Context: an optimization exercise on an open-source flow, tuned for small area, a short achievable clock period and few clock cycles. The choices shown serve that exercise and are no tape-out recipe.
The RTL was checked by simulation tests, not by an equivalence proof against the original design.

==> job 6822: inputs <==
==> flow/design.v <==
`timescale 1ns/1ps
module mlc_core (
    input             clk,
    input             rst,
    input             req,
    input             we,
    input      [1:0]  space,
    input      [7:0]  addr,
    input      [31:0] wdata,
    output     [31:0] rdata,
    output            busy
);
    localparam FCAP = 32;
    localparam ECAP = 64;
    localparam RES_OK        = 4'd0;
    localparam RES_MISMATCH  = 4'd1;
    localparam RES_UNDERSIZE = 4'd2;
    localparam RES_CAP       = 4'd7;
    localparam RES_ILL       = 4'd8;
    reg [7:0]  fbuf [0:FCAP-1];
    reg [7:0]  ebuf [0:ECAP-1];
    reg [5:0]  flen;
    reg [6:0]  elen;
    reg [15:0] crc;
    reg [3:0]  res;
    reg        herr;
    reg        busy_r;
    reg [1:0]  eop;        
    reg        eg;         
    reg        bx;         
    reg        bxd;        
    reg        pmode;
    reg [6:0]  pk;
    reg [15:0] c0, c1, c2;
    reg [7:0]  ehold;
    reg        pv;         
    reg [1:0]  pt;         
    reg [7:0]  pb;         
    reg        pd;         
    assign busy = busy_r;
    function [7:0] nib;
        input [3:0] n;
        begin
            nib = {n[3], ~n[3], n[2], ~n[2], n[1], ~n[1], n[0], ~n[0]};
        end
    endfunction
    function [7:0] dec;
        input [15:0] w;
        reg [7:0] h, l;
        begin
            h = {w[15], w[13], w[11], w[9], w[7], w[5], w[3], w[1]};
            l = {w[14], w[12], w[10], w[8], w[6], w[4], w[2], w[0]};
            dec = ((h ^ l) == 8'hFF) ? h : 8'hFF;
        end
    endfunction
    function [15:0] step;
        input [15:0] c;
        input [7:0]  b;
        integer i;
        reg [15:0] r;
        begin
            r = c ^ {b, 8'h00};
            for (i = 0; i < 8; i = i + 1)
                r = r[15] ? ({r[14:0], 1'b0} ^ 16'h1021) : {r[14:0], 1'b0};
            step = r;
        end
    endfunction
    wire        wr_ok   = req & we & ~busy_r;
    wire        rd      = req & ~we;
    wire        sp_reg  = (space == 2'd0);
    wire        sp_fb   = (space == 2'd1);
    wire        sp_eb   = (space == 2'd2);
    wire        a_hi0   = (addr[7:6] == 2'd0);
    wire        fb_in   = a_hi0 & ~addr[5];
    wire        eb_in   = a_hi0;
    wire        fb_hw   = wr_ok & sp_fb & fb_in;
    wire        eb_hw   = wr_ok & sp_eb & eb_in;
    wire        issue   = wr_ok & sp_reg & (addr == 8'd0);
    wire [7:0]  opc     = wdata[31:24];
    wire        legal   = (wdata[23:0] == 24'd0) & (opc <= 8'd5);
    wire        is_crc  = issue & legal & (opc == 8'd1);
    wire        is_mkf  = issue & legal & (opc == 8'd2) & (flen <= 6'd30);
    wire        is_chk  = issue & legal & (opc == 8'd3) & (flen >= 6'd2);
    wire        is_enc  = issue & legal & (opc == 8'd4);
    wire        is_dec  = issue & legal & (opc == 8'd5);
    wire        is_fam  = is_crc | is_mkf | is_chk;
    wire        is_xd   = is_enc | is_dec;               
    wire        fam_b   = busy_r & ~bx;
    wire        x_enc   = busy_r & bx & ~bxd;
    wire        x_dec   = busy_r & bx & bxd;
    wire        pk_at   = ~pmode & (pk == {1'b0, flen});
    wire        hit     = pk_at & ~pv;
    wire        eng_ext = fam_b & ~pk_at;                
    wire        done    = ((is_crc | is_chk) & hit) | (fam_b & hit);
    wire [1:0]  dop     = busy_r ? eop : opc[1:0];
    wire        start   = is_mkf | ((is_crc | is_chk) & ~hit);
    wire [255:0] fb_flat;
    wire [511:0] eb_flat;
    wire [31:0] rnext;
    reg  [15:0] rdata_lo;
    mlc_rdpath u_rd (
        .fb_flat(fb_flat), .eb_flat(eb_flat), .space(space), .addr(addr),
        .rd(rd), .pk(pk[4:0]), .herr(herr), .res(res), .busy_r(busy_r), .flen(flen),
        .elen(elen), .crc(crc), .rnext(rnext)
    );
    wire        a_eq_k  = ({1'b0, addr[6:0]} == {1'b0, pk});
    wire [6:0]  pkm1    = pk - 7'd1;
    wire        a_eq_k1 = (addr[6:0] == pkm1) & (pk != 7'd0);
    wire        a_zero  = (addr[6:0] == 7'd0);
    wire [15:0] sbase   = (pt == 2'd0) ? c0 : (pt == 2'd1) ? c1 : 16'hFFFF;
    wire [15:0] snext   = step(sbase, pd ? dec({ehold, pb}) : pb);
    wire [5:0]  ndec    = elen[6:1];
    wire [5:0]  flen1   = flen + 6'd1;
    wire        mkf_done = fam_b & hit & (eop == 2'd2);
    wire        fbus_h  = sp_fb & ~busy_r;
    wire [7:0]  fbus_ev = fbus_h ? wdata[7:0] : (flen[0] ? c0[7:0] : c0[15:8]);
    wire [7:0]  fbus_od = fbus_h ? wdata[7:0] : (flen[0] ? c0[15:8] : c0[7:0]);
    wire [31:0] fmask   = ~({32{1'b1}} << flen);
    wire [31:0] nmask   = ~({32{1'b1}} << ndec);
    genvar g;
    generate
        for (g = 0; g < FCAP; g = g + 1) begin : gf
            wire hw  = fb_hw & (addr[4:0] == g);
            wire mk  = mkf_done & ((flen[4:0] == g) | (flen1[4:0] == g));
            wire dw  = x_dec & nmask[g];
            wire       ww  = hw | mk;
            wire       kp  = ~(dw | ww);
            wire [7:0] dv  = dec({ebuf[2*g], ebuf[2*g+1]});
            wire [7:0] wv  = (g % 2 == 0) ? fbus_ev : fbus_od;
            always @(posedge clk)
                fbuf[g] <= ({8{dw}} & dv) | ({8{ww}} & wv) | ({8{kp}} & fbuf[g]);
            assign fb_flat[8*g +: 8] = fbuf[g];
        end
        for (g = 0; g < ECAP; g = g + 1) begin : ge
            wire hw  = eb_hw & (addr[5:0] == g);
            wire ew  = x_enc & fmask[g/2];
            wire       kp  = ~(ew | hw);
            wire [7:0] ev  = (g % 2 == 0) ? nib(fbuf[g/2][7:4]) : nib(fbuf[g/2][3:0]);
            always @(posedge clk)
                ebuf[g] <= ({8{ew}} & ev) | ({8{hw}} & wdata[7:0]) | ({8{kp}} & ebuf[g]);
            assign eb_flat[8*g +: 8] = ebuf[g];
        end
    endgenerate
    always @(posedge clk)
        rdata_lo <= rnext[15:0];
    assign rdata = {16'd0, rdata_lo};
    always @(posedge clk) begin
        if (rst) begin
            flen   <= 6'd0;
            elen   <= 7'd0;
            crc    <= 16'hFFFF;
            res    <= RES_OK;
            herr   <= 1'b0;
            busy_r <= 1'b0;
            eop    <= 2'd0;
            eg     <= 1'b0;
            bx     <= 1'b0;
            bxd    <= 1'b0;
            pmode  <= 1'b0;
            pk     <= 7'd0;
            c0     <= 16'hFFFF;
            c1     <= 16'hFFFF;
            c2     <= 16'hFFFF;
            ehold  <= 8'd0;
            pv     <= 1'b0;
            pt     <= 2'd0;
            pb     <= 8'd0;
            pd     <= 1'b0;
        end else begin
            if (rd) begin
                if (((space == 2'd1) & ~fb_in) | ((space == 2'd2) & ~eb_in))
                    if (!busy_r) herr <= 1'b1;
            end
            if (req & we & busy_r) begin
                if (!(sp_reg && addr >= 8'd7) && space != 2'd3)
                    herr <= 1'b1;
            end
            if (wr_ok & sp_reg) begin
                case (addr)
                    8'd0: begin
                        if (!legal) res <= RES_ILL;
                        else if (opc == 8'd2 && flen > 6'd30) res <= RES_CAP;
                        else if (opc == 8'd3 && flen < 6'd2) res <= RES_UNDERSIZE;
                        else if (!start && !is_xd) res <= RES_OK;
                    end
                    8'd2: begin
                        if (wdata <= FCAP) flen <= wdata[5:0];
                        else herr <= 1'b1;
                    end
                    8'd3: begin
                        if (wdata <= ECAP) elen <= wdata[6:0];
                        else herr <= 1'b1;
                    end
                    8'd1, 8'd4, 8'd5, 8'd6: herr <= 1'b1;
                    default: ;
                endcase
            end
            if ((wr_ok & sp_fb & ~fb_in) | (wr_ok & sp_eb & ~eb_in))
                herr <= 1'b1;
            if (is_xd) begin
                busy_r <= 1'b1;
                bx     <= 1'b1;
                bxd    <= opc[0];
            end
            if (x_enc | x_dec) begin
                busy_r <= 1'b0;
                bx     <= 1'b0;
                res    <= RES_OK;
            end
            if (x_enc) elen <= {flen, 1'b0};
            if (x_dec) flen <= ndec;
            if (start) begin
                busy_r <= 1'b1;
                eop    <= opc[1:0];
            end
            if (done) begin
                busy_r <= 1'b0;
                case (dop)
                    2'd3: begin
                        crc <= c2;
                        res <= (c0 == 16'h0000) ? RES_OK : RES_MISMATCH;
                    end
                    2'd2: begin
                        crc  <= c0;
                        flen <= flen + 6'd2;
                        res  <= RES_OK;
                    end
                    default: begin
                        crc <= c0;
                        res <= RES_OK;
                    end
                endcase
            end
            if (!busy_r) eg <= 1'b0;
            pv <= 1'b0;
            if (pv) begin
                c0 <= snext;
                if (pt == 2'd0) begin c1 <= c0; c2 <= c1; end
                if (pt == 2'd2) c1 <= 16'hFFFF;
            end
            if (fam_b) begin
                if (pmode || pk > {1'b0, flen}) begin
                    pmode <= 1'b0;
                    pk    <= 7'd0;
                    c0    <= 16'hFFFF;
                    eg    <= 1'b0;
                end else if (eng_ext) begin
                    if (eg) begin
                        pk <= pk + 7'd1;
                        pv <= 1'b1; pt <= 2'd0; pb <= rdata_lo[7:0]; pd <= 1'b0;
                        eg <= 1'b0;
                    end else begin
                        eg <= ~(rd & sp_reg);
                    end
                end
            end else if (x_dec) begin
                if (pmode) begin
                    pmode <= 1'b0;
                    if (pk[6:1] <= ndec) begin
                        pk <= {1'b0, pk[6:1]};
                    end else begin
                        pk <= 7'd0;
                        c0 <= 16'hFFFF;
                    end
                end else if (ndec != 6'd0) begin
                    pk <= 7'd0;
                    c0 <= 16'hFFFF;
                end
            end else if (x_enc) begin
                if (pmode && flen != 6'd0) begin
                    pk <= 7'd0;
                    c0 <= 16'hFFFF;
                end
            end else if (fb_hw) begin
                if (!pmode && a_eq_k) begin
                    pk <= pk + 7'd1;
                    pv <= 1'b1; pt <= 2'd0; pb <= wdata[7:0]; pd <= 1'b0;
                end else if (a_zero) begin
                    pmode <= 1'b0;
                    pk <= 7'd1;
                    pv <= 1'b1; pt <= 2'd2; pb <= wdata[7:0]; pd <= 1'b0;
                end else if (!pmode && a_eq_k1) begin
                    pv <= 1'b1; pt <= 2'd1; pb <= wdata[7:0]; pd <= 1'b0;
                end else if (!pmode) begin
                    pk <= 7'd0;
                    c0 <= 16'hFFFF;
                end
            end else if (eb_hw) begin
                if (pmode && a_eq_k) begin
                    pk <= pk + 7'd1;
                    if (addr[0]) begin
                        pv <= 1'b1; pt <= 2'd0; pb <= wdata[7:0]; pd <= 1'b1;
                    end else begin
                        ehold <= wdata[7:0];
                    end
                end else if (a_zero) begin
                    pmode <= 1'b1;
                    pk    <= 7'd1;
                    c0    <= 16'hFFFF;
                    ehold <= wdata[7:0];
                end else if (pmode && a_eq_k1) begin
                    if (addr[0]) begin
                        pv <= 1'b1; pt <= 2'd1; pb <= wdata[7:0]; pd <= 1'b1;
                    end else begin
                        ehold <= wdata[7:0];
                    end
                end else if (pmode) begin
                    pk <= 7'd0;
                    c0 <= 16'hFFFF;
                end
            end
        end
    end
endmodule
module mlc_rdpath (
    input  [255:0] fb_flat,
    input  [511:0] eb_flat,
    input  [1:0]   space,
    input  [7:0]   addr,
    input          rd,
    input  [4:0]   pk,
    input          herr,
    input  [3:0]   res,
    input          busy_r,
    input  [5:0]   flen,
    input  [6:0]   elen,
    input  [15:0]  crc,
    output reg [31:0] rnext
);
    wire [4:0] fidx = busy_r ? pk : addr[4:0];
    reg  [7:0] fb_rd, eb_rd;
    integer i;
    always @(*) begin
        fb_rd = 8'd0;
        eb_rd = 8'd0;
        for (i = 0; i < 32; i = i + 1)
            fb_rd = fb_rd | ({8{fidx == i}} & fb_flat[8*i +: 8]);
        for (i = 0; i < 64; i = i + 1)
            eb_rd = eb_rd | ({8{addr[5:0] == i}} & eb_flat[8*i +: 8]);
    end
    always @(*) begin
        rnext = 32'd0;
        if (busy_r && !(rd && space == 2'd0)) begin
            rnext = {24'd0, fb_rd};
        end else begin
            case (space)
                2'd0: begin
                    case (addr)
                        8'd1: rnext = {23'd0, herr, res, 3'd0, busy_r};
                        8'd2: rnext = {26'd0, flen};
                        8'd3: rnext = {25'd0, elen};
                        8'd4: rnext = {16'd0, crc};
                        8'd6: rnext = 32'd64;
                        default: rnext = 32'd0;
                    endcase
                end
                2'd1: if (addr[7:5] == 3'd0) rnext = {24'd0, fb_rd};
                2'd2: if (addr[7:6] == 2'd0) rnext = {24'd0, eb_rd};
                default: ;
            endcase
        end
    end
endmodule
==> flow/flow/run.sh <==
#!/bin/bash
# Standard layout, with the port buffers made of buf_4 cells instead of the
# delay-cell buffer that buffer_ports picks by default (a delay cell cannot
# be resized to a plain buffer later by footprint-matched timing repair).
set -euo pipefail
export BUFFER_PORTS_ARGS="-buffer_cell sky130_fd_sc_hd__buf_4"
bash standard.sh > standard.log 2>&1
==> flow/standard.sh <==
#!/bin/bash
# synth_recipe.tcl (not shown) runs the flow's synth.tcl, then flattens the netlist and writes it again
# the make line also repeats each setting of config.mk as NAME=value (left out here)
make -C /OpenROAD-flow-scripts/flow DESIGN_CONFIG=/design/flow/config.mk WORK_HOME=/design/flow/orfs CLKGATE_MAP_FILE= SYNTH_SCRIPT=/design/flow/synth_recipe.tcl "${@:-finish}"
==> flow/config.mk <==
export PLATFORM = sky130hd
export DESIGN_NAME = mlc_core
export DESIGN_NICKNAME = mlc_core
export VERILOG_FILES = /design/flow/design.v
export SDC_FILE = /design/flow/constraint.sdc
export NUM_CORES = 4
export LEC_CHECK = 0
export CAP_MARGIN = 20
export CORE_MARGIN = 2
export CORE_UTILIZATION = 40
export PLACE_DENSITY = 0.6
export SETUP_SLACK_MARGIN = 4.3
export SLEW_MARGIN = 20
export SYNTH_HIERARCHICAL = 1
export SYNTH_MINIMUM_KEEP_SIZE = 0
export TNS_END_PERCENT = 100
==> flow/constraint.sdc <==
create_clock -name core_clock -period 8.0 [get_ports {clk}]
set_input_delay 1.6000 -clock core_clock [delete_from_list [all_inputs] [get_ports {clk}]]
set_output_delay 1.6000 -clock core_clock [all_outputs]
set_load 0.01 [all_outputs]
==> inputs of job 5807, as changes to job 6822 <==
--- a/flow/design.v
+++ b/flow/design.v
@@ -39,2 +39,6 @@
     reg        pd;         
+    reg        wv;         
+    reg        wfb;        
+    reg [6:0]  wa;         
+    reg [7:0]  wd;         
     assign busy = busy_r;
@@ -91,3 +95,3 @@
     wire        pk_at   = ~pmode & (pk == {1'b0, flen});
-    wire        hit     = pk_at & ~pv;
+    wire        hit     = pk_at & ~pv & ~wv;
     wire        eng_ext = fam_b & ~pk_at;                
@@ -105,6 +109,6 @@
     );
-    wire        a_eq_k  = ({1'b0, addr[6:0]} == {1'b0, pk});
+    wire        a_eq_k  = (wa == pk);
     wire [6:0]  pkm1    = pk - 7'd1;
-    wire        a_eq_k1 = (addr[6:0] == pkm1) & (pk != 7'd0);
-    wire        a_zero  = (addr[6:0] == 7'd0);
+    wire        a_eq_k1 = (wa == pkm1) & (pk != 7'd0);
+    wire        a_zero  = (wa == 7'd0);
     wire [15:0] sbase   = (pt == 2'd0) ? c0 : (pt == 2'd1) ? c1 : 16'hFFFF;
@@ -168,2 +172,3 @@
             pd     <= 1'b0;
+            wv     <= 1'b0;
         end else begin
@@ -233,2 +238,6 @@
             end
+            wv  <= fb_hw | eb_hw;
+            wfb <= sp_fb;
+            wa  <= addr[6:0];
+            wd  <= wdata[7:0];
             if (!busy_r) eg <= 1'b0;
@@ -273,6 +282,6 @@
                 end
-            end else if (fb_hw) begin
+            end else if (wv & wfb) begin
                 if (!pmode && a_eq_k) begin
                     pk <= pk + 7'd1;
-                    pv <= 1'b1; pt <= 2'd0; pb <= wdata[7:0]; pd <= 1'b0;
+                    pv <= 1'b1; pt <= 2'd0; pb <= wd; pd <= 1'b0;
                 end else if (a_zero) begin
@@ -280,5 +289,5 @@
                     pk <= 7'd1;
-                    pv <= 1'b1; pt <= 2'd2; pb <= wdata[7:0]; pd <= 1'b0;
+                    pv <= 1'b1; pt <= 2'd2; pb <= wd; pd <= 1'b0;
                 end else if (!pmode && a_eq_k1) begin
-                    pv <= 1'b1; pt <= 2'd1; pb <= wdata[7:0]; pd <= 1'b0;
+                    pv <= 1'b1; pt <= 2'd1; pb <= wd; pd <= 1'b0;
                 end else if (!pmode) begin
@@ -287,9 +296,9 @@
                 end
-            end else if (eb_hw) begin
+            end else if (wv & ~wfb) begin
                 if (pmode && a_eq_k) begin
                     pk <= pk + 7'd1;
-                    if (addr[0]) begin
-                        pv <= 1'b1; pt <= 2'd0; pb <= wdata[7:0]; pd <= 1'b1;
+                    if (wa[0]) begin
+                        pv <= 1'b1; pt <= 2'd0; pb <= wd; pd <= 1'b1;
                     end else begin
-                        ehold <= wdata[7:0];
+                        ehold <= wd;
                     end
@@ -299,8 +308,8 @@
                     c0    <= 16'hFFFF;
-                    ehold <= wdata[7:0];
+                    ehold <= wd;
                 end else if (pmode && a_eq_k1) begin
-                    if (addr[0]) begin
-                        pv <= 1'b1; pt <= 2'd1; pb <= wdata[7:0]; pd <= 1'b1;
+                    if (wa[0]) begin
+                        pv <= 1'b1; pt <= 2'd1; pb <= wd; pd <= 1'b1;
                     end else begin
-                        ehold <= wdata[7:0];
+                        ehold <= wd;
                     end
--- a/flow/config.mk
+++ b/flow/config.mk
@@ -11,3 +11,3 @@
 export PLACE_DENSITY = 0.6
-export SETUP_SLACK_MARGIN = 4.3
+export SETUP_SLACK_MARGIN = 4.6
 export SLEW_MARGIN = 20
==> reports/qor.csv <==
metric,value,unit
outcome,"complete, no violations",
clkPwrFrac,0.473,
clk_transition_reported_paths,0.07,ns
r2r_slack,4.39,ns
grt_use_met2,0.771,
wl_per_cell,50.3,microns
required,8.66,ns
cp_top_family,compound AO/OA/AOI/OAI gates,
cp.buffers_inverters,2,
syn2layout_area_growth,22.3,%
grt.total_usage,0.588,
seq-cell-share,0.318,
grt.met1_usage,0.662,
# the run above: job 5807

==> reports/qor.csv <==
metric,value,unit
seq-cell-share,0.325,
outcome,"complete, no violations",
clk_transition_reported_paths,0.06,ns
grt.total_usage,0.561,
wl_per_cell,48.8,microns
r2r_slack,4.29,ns
cp.buffers_inverters,1,
# the run above: job 6822

Testbench counts of job 6822, summed over its fixed seeds: cycles 11,721.
Testbench counts of job 5807, summed over its fixed seeds: cycles 11,721.

-- afterwards: timing with drivers on the ports --
How much do the figures lean on ideal ports? The routed layouts below were timed once more, with nothing changed but the port constraints.
Step 1 (the two cells are an assumption about what drives the block):
set clk [get_ports {clk}]
set_driving_cell -lib_cell sky130_fd_sc_hd__clkbuf_16 $clk
set_driving_cell -lib_cell sky130_fd_sc_hd__buf_2 [delete_from_list [all_inputs] $clk]
Step 2 moves the port delays by t, midway between the first and last clock arrival at a register: inputs arrive t later, outputs are due t later. That takes back most of the time a late clock gives input paths.
a / b / c = ideal / step 1 / step 2; a / b = the first two.
run | t (ns) | slack for setup (ns) | worst register clock-pin slew, ns | worst slew at a driven data input, ns | pins driven straight from the clock port
job 6822 | 0.851 | 4.104 / 4.126 / 3.275 | 0.08 / 0.08 | 0.08 | 1
job 5807 | 0.848 | 4.352 / 4.291 / 3.443 | 0.08 / 0.08 | 0.25 | 1
After both steps setup and hold are still met in every run listed. The setup slack of job 5807, which loses most, moves by -0.061 ns with the drivers and by -0.909 ns with both steps.
